Source: an optimization exercise on an open RTL-to-GDS flow (aim: small area, a short achievable clock period and few clock cycles per item). Production flows keep margins and buffers that such runs may drop.
RTL that was checked went through simulation tests only; none was proved equivalent to the original.
Power and IR drop assume default switching activity.

==> run P: inputs <==
==> flow/design.v <==
module pqce_hyb_enc (
    input  wire        clk,
    input  wire        rst,
    input  wire        cmd_valid,
    output wire        cmd_ready,
    input  wire [5:0]  cmd_bw,          
    input  wire [15:0] cmd_count,       
    input  wire        in_valid,
    input  wire [31:0] in_data,
    output wire        in_ready,
    output wire        out_valid,
    output wire [7:0]  out_data,
    input  wire        out_ready,
    output wire        done,
    output wire        done_fault,      
    output wire [19:0] done_len         
);
    reg        running;       
    reg        cready;
    reg        done_r;
    reg [5:0]  bw;
    reg [15:0] rem;           
    reg        all_taken;
    reg        ended;
    reg        fault;
    reg [19:0] out_cnt;
    reg [31:0] sval, nval, cval;
    reg        sv, nv, cv;
    reg        seq, neq, ceq;
    reg        irdy;
    reg        rep_active;
    reg [15:0] repeats;
    reg [31:0] rle_val;
    reg [6:0]  run_len;
    reg [30:0] acc;
    reg [4:0]  abits;
    reg [6:0]  wptr, rptr;
    reg [31:0] mem [0:63];
    reg        we_r;
    reg [5:0]  wa_r;
    reg [31:0] wd_r;
    reg        slot_full;
    reg        slot_rle;
    reg [3:0]  slot_g;
    reg [6:0]  slot_end;
    localparam [2:0] R_IDLE = 3'd0, R_BPP = 3'd1, R_RH1 = 3'd2, R_RH2 = 3'd3, R_RV = 3'd4;
    reg [2:0]  rph;
    reg        act_rle;
    reg [6:0]  aend;
    reg [8:0]  bcnt;
    reg [1:0]  sel;
    reg        ov;
    reg [7:0]  od;
    wire [31:0] wmask;
    genvar gi;
    generate
        for (gi = 0; gi < 32; gi = gi + 1) begin : g_mask
            assign wmask[gi] = (bw > gi);
        end
    endgenerate
    wire [2:0] rle_nb = bw[5:3] + {2'd0, (bw[2:0] != 3'd0)};
    wire rle_busy  = (slot_full && slot_rle) || (rph != R_IDLE && act_rle);
    wire space     = !((wptr[6] != rptr[6]) && (wptr[5:0] == rptr[5:0]));
    wire [5:0] abw   = {1'b0, abits} + bw;
    wire       wfull = abw[5];                       
    wire [31:0] xval = cval & wmask;
    wire [62:0] comb = {32'd0, acc} | ({31'd0, xval} << abits);
    wire       has_part = (abits != 5'd0);
    wire can_step  = cv && (nv || all_taken);
    wire open_rep  = !rep_active && (run_len[2:0] == 3'd0) && nv && neq;
    wire cont_rep  = rep_active && ceq;
    wire app       = !open_rep && !cont_rep;
    wire run_nz    = (run_len != 7'd0);
    wire st_ok     = open_rep ? (!rle_busy && (!run_nz || (!slot_full && (!has_part || space))))
                   : cont_rep ? 1'b1
                   : ((!rep_active || !slot_full) && (!wfull || space) &&
                      (run_len != 7'd63 || !slot_full));
    wire step      = can_step && st_ok;
    wire do_end    = running && !ended && !cv && !nv && !sv && all_taken;
    wire end_ok    = rep_active ? !slot_full
                   : run_nz ? (!slot_full && (!has_part || space)) : 1'b1;
    wire end_go    = do_end && end_ok;
    wire take      = irdy && in_valid;
    wire move      = nv && (!cv || step);
    wire n_load    = !nv || move;
    wire n_from_s  = sv && n_load;
    wire n_from_in = !sv && take && n_load;
    wire s_load    = !sv && take && !n_load;
    wire adv       = !ov || out_ready;
    wire give      = ov && out_ready;
    wire [6:0] g7     = (run_len + 7'd7) >> 3;
    wire [8:0] pbytes = slot_g * bw;
    wire accept    = cready && cmd_valid;
    wire cmd_bad   = (cmd_bw > 6'd32);
    wire cmd_go    = !cmd_bad && (cmd_count != 16'd0);
    assign cmd_ready  = cready;
    assign in_ready   = irdy;
    assign done       = done_r;
    assign done_fault = fault;
    assign done_len   = out_cnt;
    assign out_valid  = ov;
    assign out_data   = od;
    wire drained = !slot_full && (rph == R_IDLE) && (!ov || out_ready);
    wire finish  = running && ended && drained;
    wire running_n   = accept ? cmd_go : (running && !finish);
    wire all_taken_n = accept ? (cmd_count == 16'd0) : (take ? (rem == 16'd1) : all_taken);
    wire sv_n        = accept ? 1'b0 : (sv ? !n_load : s_load);
    reg        we;
    reg [31:0] wdata;
    always @(*) begin
        we    = 1'b0;
        wdata = comb[31:0];
        if (step) begin
            if (open_rep) begin
                we    = run_nz && has_part;
                wdata = {1'b0, acc};
            end else if (app) begin
                we = wfull;
            end
        end else if (end_go) begin
            we    = !rep_active && run_nz && has_part;
            wdata = {1'b0, acc};
        end
    end
    always @(posedge clk) begin
        wd_r <= wdata;
        wa_r <= wptr[5:0];
        if (we_r)
            mem[wa_r] <= wd_r;
    end
    wire [31:0] rword = mem[rptr[5:0]];
    wire [7:0]  rbyte = rword[{sel, 3'd0} +: 8];
    always @(posedge clk) begin
        if (rst) begin
            running   <= 1'b0;
            cready    <= 1'b1;
            done_r    <= 1'b0;
            irdy      <= 1'b0;
            sv        <= 1'b0;
            nv        <= 1'b0;
            cv        <= 1'b0;
            slot_full <= 1'b0;
            rph       <= R_IDLE;
            ov        <= 1'b0;
            we_r      <= 1'b0;
            wptr      <= 7'd0;
            rptr      <= 7'd0;
            sel       <= 2'd0;
        end else begin
            we_r    <= we;
            running <= running_n;
            irdy    <= running_n && !all_taken_n && !sv_n;
            all_taken <= all_taken_n;
            sv      <= sv_n;
            done_r <= 1'b0;
            if (accept) begin
                bw         <= cmd_bw;
                rem        <= cmd_count;
                ended      <= 1'b0;
                out_cnt    <= 20'd0;
                rep_active <= 1'b0;
                run_len    <= 7'd0;
                acc        <= 31'd0;
                abits      <= 5'd0;
                fault      <= cmd_bad;
                cready     <= !cmd_go;
                done_r     <= !cmd_go;
            end else if (finish) begin
                cready <= 1'b1;
                done_r <= 1'b1;
            end
            if (give)
                out_cnt <= out_cnt + 20'd1;
            if (take)
                rem <= rem - 16'd1;
            if (s_load) begin
                sval <= in_data;
                seq  <= (in_data == nval);
            end
            if (n_from_s) begin
                nval <= sval;
                neq  <= seq;
            end else if (n_from_in) begin
                nval <= in_data;
                neq  <= (in_data == nval);
            end
            if (move) begin
                cval <= nval;
                ceq  <= neq;
            end
            if (accept)
                nv <= 1'b0;
            else if (n_from_s || n_from_in)
                nv <= 1'b1;
            else if (move)
                nv <= 1'b0;
            if (accept)
                cv <= 1'b0;
            else if (move)
                cv <= 1'b1;
            else if (step)
                cv <= 1'b0;
            if (step) begin
                if (open_rep) begin
                    if (run_nz) begin
                        acc     <= 31'd0;
                        abits   <= 5'd0;
                        run_len <= 7'd0;
                        if (has_part)
                            wptr <= wptr + 7'd1;
                    end
                    rep_active <= 1'b1;
                    repeats    <= 16'd1;
                    rle_val    <= cval;
                end else if (cont_rep) begin
                    repeats <= repeats + 16'd1;
                end else begin
                    rep_active <= 1'b0;
                    abits <= abw[4:0];
                    if (wfull) begin
                        acc  <= comb[62:32];
                        wptr <= wptr + 7'd1;
                    end else begin
                        acc  <= comb[30:0];
                    end
                    run_len <= (run_len == 7'd63) ? 7'd0 : run_len + 7'd1;
                end
            end else if (end_go) begin
                ended <= 1'b1;
                if (!rep_active && run_nz && has_part)
                    wptr <= wptr + 7'd1;
            end
            if (step && open_rep && run_nz) begin
                slot_full <= 1'b1;
                slot_rle  <= 1'b0;
                slot_g    <= run_len[6:3];
                slot_end  <= wptr + {6'd0, has_part};
            end else if (step && app && rep_active) begin
                slot_full <= 1'b1;
                slot_rle  <= 1'b1;
            end else if (step && app && run_len == 7'd63) begin
                slot_full <= 1'b1;
                slot_rle  <= 1'b0;
                slot_g    <= 4'd8;
                slot_end  <= wptr + {6'd0, wfull};
            end else if (end_go && rep_active) begin
                slot_full <= 1'b1;
                slot_rle  <= 1'b1;
            end else if (end_go && run_nz) begin
                slot_full <= 1'b1;
                slot_rle  <= 1'b0;
                slot_g    <= g7[3:0];
                slot_end  <= wptr + {6'd0, has_part};
            end else if (adv && rph == R_IDLE && slot_full) begin
                slot_full <= 1'b0;
            end
            if (adv) begin
                ov <= 1'b0;
                case (rph)
                R_IDLE: begin
                    if (slot_full) begin
                        ov      <= 1'b1;
                        act_rle <= slot_rle;
                        aend    <= slot_end;
                        sel     <= 2'd0;
                        if (!slot_rle) begin
                            od   <= {3'd0, slot_g, 1'b1};
                            bcnt <= pbytes;
                            rph  <= (pbytes != 9'd0) ? R_BPP : R_IDLE;
                        end else begin
                            od  <= {(repeats >= 16'd64), repeats[5:0], 1'b0};
                            rph <= (repeats >= 16'd64) ? R_RH1 :
                                   (rle_nb != 3'd0)     ? R_RV  : R_IDLE;
                        end
                    end
                end
                R_RH1: begin
                    ov  <= 1'b1;
                    od  <= {(repeats >= 16'd8192), repeats[12:6]};
                    rph <= (repeats >= 16'd8192) ? R_RH2 :
                           (rle_nb != 3'd0)       ? R_RV  : R_IDLE;
                end
                R_RH2: begin
                    ov  <= 1'b1;
                    od  <= {5'd0, repeats[15:13]};
                    rph <= (rle_nb != 3'd0) ? R_RV : R_IDLE;
                end
                R_RV: begin
                    ov  <= 1'b1;
                    od  <= rle_val[{sel, 3'd0} +: 8];
                    sel <= sel + 2'd1;
                    if ({1'b0, sel} + 3'd1 == rle_nb) begin
                        rph <= R_IDLE;
                        sel <= 2'd0;
                    end
                end
                R_BPP: begin
                    ov   <= 1'b1;
                    od   <= (rptr != aend) ? rbyte : 8'd0;
                    sel  <= sel + 2'd1;
                    bcnt <= bcnt - 9'd1;
                    if (sel == 2'd3 && rptr != aend)
                        rptr <= rptr + 7'd1;
                    if (bcnt == 9'd1) begin
                        rph  <= R_IDLE;
                        rptr <= aend;
                        sel  <= 2'd0;
                    end
                end
                default: rph <= R_IDLE;
                endcase
            end
        end
    end
endmodule
==> flow/run.sh <==
#!/bin/bash
# synth_recipe.tcl (not shown) runs the flow's synth.tcl, then flattens the netlist and writes it again
# the make line also repeats each setting of config.mk as NAME=value (left out here)
make -C /OpenROAD-flow-scripts/flow DESIGN_CONFIG=/design/flow/config.mk WORK_HOME=/design/flow/orfs CLKGATE_MAP_FILE= SYNTH_SCRIPT=/design/flow/synth_recipe.tcl finish
==> flow/config.mk <==
export PLATFORM = sky130hd
export DESIGN_NAME = pqce_hyb_enc
export DESIGN_NICKNAME = pqce_hyb_enc
export VERILOG_FILES = /design/flow/design.v
export SDC_FILE = /design/flow/constraint.sdc
export NUM_CORES = 4
export LEC_CHECK = 0
export CAP_MARGIN = 20
export CORE_MARGIN = 2
export CORE_UTILIZATION = 40
export SLEW_MARGIN = 20
==> flow/constraint.sdc <==
create_clock -name core_clock -period 8.0 [get_ports {clk}]
set_input_delay 1.6000 -clock core_clock [delete_from_list [all_inputs] [get_ports {clk}]]
set_output_delay 1.6000 -clock core_clock [all_outputs]
set_load 0.01 [all_outputs]
==> run B: changes against run P <==
--- a/flow/design.v
+++ b/flow/design.v
@@ -36,2 +36,4 @@
     reg [4:0]  abits;
+    reg [5:0]  abw;           
+    reg        space;         
     reg [6:0]  wptr, rptr;
@@ -62,4 +64,2 @@
     wire rle_busy  = (slot_full && slot_rle) || (rph != R_IDLE && act_rle);
-    wire space     = !((wptr[6] != rptr[6]) && (wptr[5:0] == rptr[5:0]));
-    wire [5:0] abw   = {1'b0, abits} + bw;
     wire       wfull = abw[5];                       
@@ -107,2 +107,19 @@
     wire sv_n        = accept ? 1'b0 : (sv ? !n_load : s_load);
+    reg [6:0] wptr_n, rptr_n;
+    always @(*) begin
+        wptr_n = wptr;
+        if (step && open_rep && run_nz && has_part)
+            wptr_n = wptr + 7'd1;
+        else if (step && app && wfull)
+            wptr_n = wptr + 7'd1;
+        else if (!step && end_go && !rep_active && run_nz && has_part)
+            wptr_n = wptr + 7'd1;
+        rptr_n = rptr;
+        if (adv && rph == R_BPP) begin
+            if (bcnt == 9'd1)
+                rptr_n = aend;
+            else if (sel == 2'd3 && rptr != aend)
+                rptr_n = rptr + 7'd1;
+        end
+    end
     reg        we;
@@ -147,2 +164,3 @@
             rptr      <= 7'd0;
+            space     <= 1'b1;
             sel       <= 2'd0;
@@ -150,2 +168,5 @@
             we_r    <= we;
+            wptr    <= wptr_n;
+            rptr    <= rptr_n;
+            space   <= !((wptr_n[6] != rptr_n[6]) && (wptr_n[5:0] == rptr_n[5:0]));
             running <= running_n;
@@ -164,2 +185,3 @@
                 abits      <= 5'd0;
+                abw        <= cmd_bw;
                 fault      <= cmd_bad;
@@ -207,5 +229,4 @@
                         abits   <= 5'd0;
+                        abw     <= bw;
                         run_len <= 7'd0;
-                        if (has_part)
-                            wptr <= wptr + 7'd1;
                     end
@@ -219,5 +240,5 @@
                     abits <= abw[4:0];
+                    abw   <= {1'b0, abw[4:0]} + bw;
                     if (wfull) begin
                         acc  <= comb[62:32];
-                        wptr <= wptr + 7'd1;
                     end else begin
@@ -229,4 +250,2 @@
                 ended <= 1'b1;
-                if (!rep_active && run_nz && has_part)
-                    wptr <= wptr + 7'd1;
             end
@@ -301,7 +320,4 @@
                     bcnt <= bcnt - 9'd1;
-                    if (sel == 2'd3 && rptr != aend)
-                        rptr <= rptr + 7'd1;
                     if (bcnt == 9'd1) begin
                         rph  <= R_IDLE;
-                        rptr <= aend;
                         sel  <= 2'd0;
- CTS_CLUSTER_DIAMETER: unset -> 120
- CTS_CLUSTER_SIZE: unset -> 20
- SETUP_SLACK_MARGIN: unset -> 4.5
==> run M: changes against run P <==
--- a/flow/design.v
+++ b/flow/design.v
@@ -36,2 +36,4 @@
     reg [4:0]  abits;
+    reg [5:0]  abw;           
+    reg        space;         
     reg [6:0]  wptr, rptr;
@@ -62,4 +64,2 @@
     wire rle_busy  = (slot_full && slot_rle) || (rph != R_IDLE && act_rle);
-    wire space     = !((wptr[6] != rptr[6]) && (wptr[5:0] == rptr[5:0]));
-    wire [5:0] abw   = {1'b0, abits} + bw;
     wire       wfull = abw[5];                       
@@ -107,2 +107,19 @@
     wire sv_n        = accept ? 1'b0 : (sv ? !n_load : s_load);
+    reg [6:0] wptr_n, rptr_n;
+    always @(*) begin
+        wptr_n = wptr;
+        if (step && open_rep && run_nz && has_part)
+            wptr_n = wptr + 7'd1;
+        else if (step && app && wfull)
+            wptr_n = wptr + 7'd1;
+        else if (!step && end_go && !rep_active && run_nz && has_part)
+            wptr_n = wptr + 7'd1;
+        rptr_n = rptr;
+        if (adv && rph == R_BPP) begin
+            if (bcnt == 9'd1)
+                rptr_n = aend;
+            else if (sel == 2'd3 && rptr != aend)
+                rptr_n = rptr + 7'd1;
+        end
+    end
     reg        we;
@@ -147,2 +164,3 @@
             rptr      <= 7'd0;
+            space     <= 1'b1;
             sel       <= 2'd0;
@@ -150,2 +168,5 @@
             we_r    <= we;
+            wptr    <= wptr_n;
+            rptr    <= rptr_n;
+            space   <= !((wptr_n[6] != rptr_n[6]) && (wptr_n[5:0] == rptr_n[5:0]));
             running <= running_n;
@@ -164,2 +185,3 @@
                 abits      <= 5'd0;
+                abw        <= cmd_bw;
                 fault      <= cmd_bad;
@@ -207,5 +229,4 @@
                         abits   <= 5'd0;
+                        abw     <= bw;
                         run_len <= 7'd0;
-                        if (has_part)
-                            wptr <= wptr + 7'd1;
                     end
@@ -219,5 +240,5 @@
                     abits <= abw[4:0];
+                    abw   <= {1'b0, abw[4:0]} + bw;
                     if (wfull) begin
                         acc  <= comb[62:32];
-                        wptr <= wptr + 7'd1;
                     end else begin
@@ -229,4 +250,2 @@
                 ended <= 1'b1;
-                if (!rep_active && run_nz && has_part)
-                    wptr <= wptr + 7'd1;
             end
@@ -301,7 +320,4 @@
                     bcnt <= bcnt - 9'd1;
-                    if (sel == 2'd3 && rptr != aend)
-                        rptr <= rptr + 7'd1;
                     if (bcnt == 9'd1) begin
                         rph  <= R_IDLE;
-                        rptr <= aend;
                         sel  <= 2'd0;
- CTS_CLUSTER_DIAMETER: unset -> 100
- CTS_CLUSTER_SIZE: unset -> 24
- SETUP_SLACK_MARGIN: unset -> 4.3
==> run X: changes against run P <==
--- a/flow/design.v
+++ b/flow/design.v
@@ -36,2 +36,4 @@
     reg [4:0]  abits;
+    reg [5:0]  abw;           
+    reg        space;         
     reg [6:0]  wptr, rptr;
@@ -62,4 +64,2 @@
     wire rle_busy  = (slot_full && slot_rle) || (rph != R_IDLE && act_rle);
-    wire space     = !((wptr[6] != rptr[6]) && (wptr[5:0] == rptr[5:0]));
-    wire [5:0] abw   = {1'b0, abits} + bw;
     wire       wfull = abw[5];                       
@@ -107,2 +107,19 @@
     wire sv_n        = accept ? 1'b0 : (sv ? !n_load : s_load);
+    reg [6:0] wptr_n, rptr_n;
+    always @(*) begin
+        wptr_n = wptr;
+        if (step && open_rep && run_nz && has_part)
+            wptr_n = wptr + 7'd1;
+        else if (step && app && wfull)
+            wptr_n = wptr + 7'd1;
+        else if (!step && end_go && !rep_active && run_nz && has_part)
+            wptr_n = wptr + 7'd1;
+        rptr_n = rptr;
+        if (adv && rph == R_BPP) begin
+            if (bcnt == 9'd1)
+                rptr_n = aend;
+            else if (sel == 2'd3 && rptr != aend)
+                rptr_n = rptr + 7'd1;
+        end
+    end
     reg        we;
@@ -147,2 +164,3 @@
             rptr      <= 7'd0;
+            space     <= 1'b1;
             sel       <= 2'd0;
@@ -150,2 +168,5 @@
             we_r    <= we;
+            wptr    <= wptr_n;
+            rptr    <= rptr_n;
+            space   <= !((wptr_n[6] != rptr_n[6]) && (wptr_n[5:0] == rptr_n[5:0]));
             running <= running_n;
@@ -164,2 +185,3 @@
                 abits      <= 5'd0;
+                abw        <= cmd_bw;
                 fault      <= cmd_bad;
@@ -207,5 +229,4 @@
                         abits   <= 5'd0;
+                        abw     <= bw;
                         run_len <= 7'd0;
-                        if (has_part)
-                            wptr <= wptr + 7'd1;
                     end
@@ -219,5 +240,5 @@
                     abits <= abw[4:0];
+                    abw   <= {1'b0, abw[4:0]} + bw;
                     if (wfull) begin
                         acc  <= comb[62:32];
-                        wptr <= wptr + 7'd1;
                     end else begin
@@ -229,4 +250,2 @@
                 ended <= 1'b1;
-                if (!rep_active && run_nz && has_part)
-                    wptr <= wptr + 7'd1;
             end
@@ -301,7 +320,4 @@
                     bcnt <= bcnt - 9'd1;
-                    if (sel == 2'd3 && rptr != aend)
-                        rptr <= rptr + 7'd1;
                     if (bcnt == 9'd1) begin
                         rph  <= R_IDLE;
-                        rptr <= aend;
                         sel  <= 2'd0;
- CTS_CLUSTER_DIAMETER: unset -> 100
- CTS_CLUSTER_SIZE: unset -> 24
- SETUP_SLACK_MARGIN: unset -> 4.7
==> summary of the runs <==
Core utilization: run M is lower than run B (0.69 points).
Global-route usage, highest first: run P, run X, run B, run M.
Of run P and run M, run M has the higher synthesized area (gap about 1%, measured against run M).
Sequential share of layout area: run P is lower than run B (0.79 points).
The highest wire length belongs to run X, the lowest to run M.
In die area, run B and run X do not differ.
Of run P and run X, run X has the higher combinational power (gap about 24%, measured against run X).
Register-to-register slack, highest first: run X, run B, run M, run P.
Testbench counts of run B, summed over its fixed seeds: cycles 75,318, items 53,034.
Testbench counts of run M, summed over its fixed seeds: cycles 75,318, items 53,034.
Testbench counts of run X, summed over its fixed seeds: cycles 75,318, items 53,034.
Function not checked in run P: the RTL went through the layout flow alone.

-- separate check: timing with driven ports --
The results above use ideal ports. As a check the final layouts listed here were re-extracted and re-timed, cells and wires unchanged.
Step 1: set_driving_cell puts a clkbuf_16 on clk and a buf_2 on each other input, an assumption about the parent block.
Step 2, shift: input delay + t, output delay - t, t = (earliest + latest rising clock arrival at the registers) / 2. This alone moves slack from input paths to output paths.
a / b / c = no drivers / after step 1 / after step 2; a / b = the first two.
run	shift t [ns]	slack for setup (ns)	worst slew at a driven data input, ns
run P	0.945	3.192 / 3.192 / 3.192	0.10
run B	0.916	4.485 / 4.464 / 3.894	0.07
run M	0.865	4.250 / 4.233 / 3.990	0.06
run X	0.887	4.512 / 4.512 / 4.035	0.06
After both steps setup and hold are still met in every run listed. For run B, which loses most, drivers alone change the setup slack by -0.021 ns; drivers and shift together by -0.591 ns.
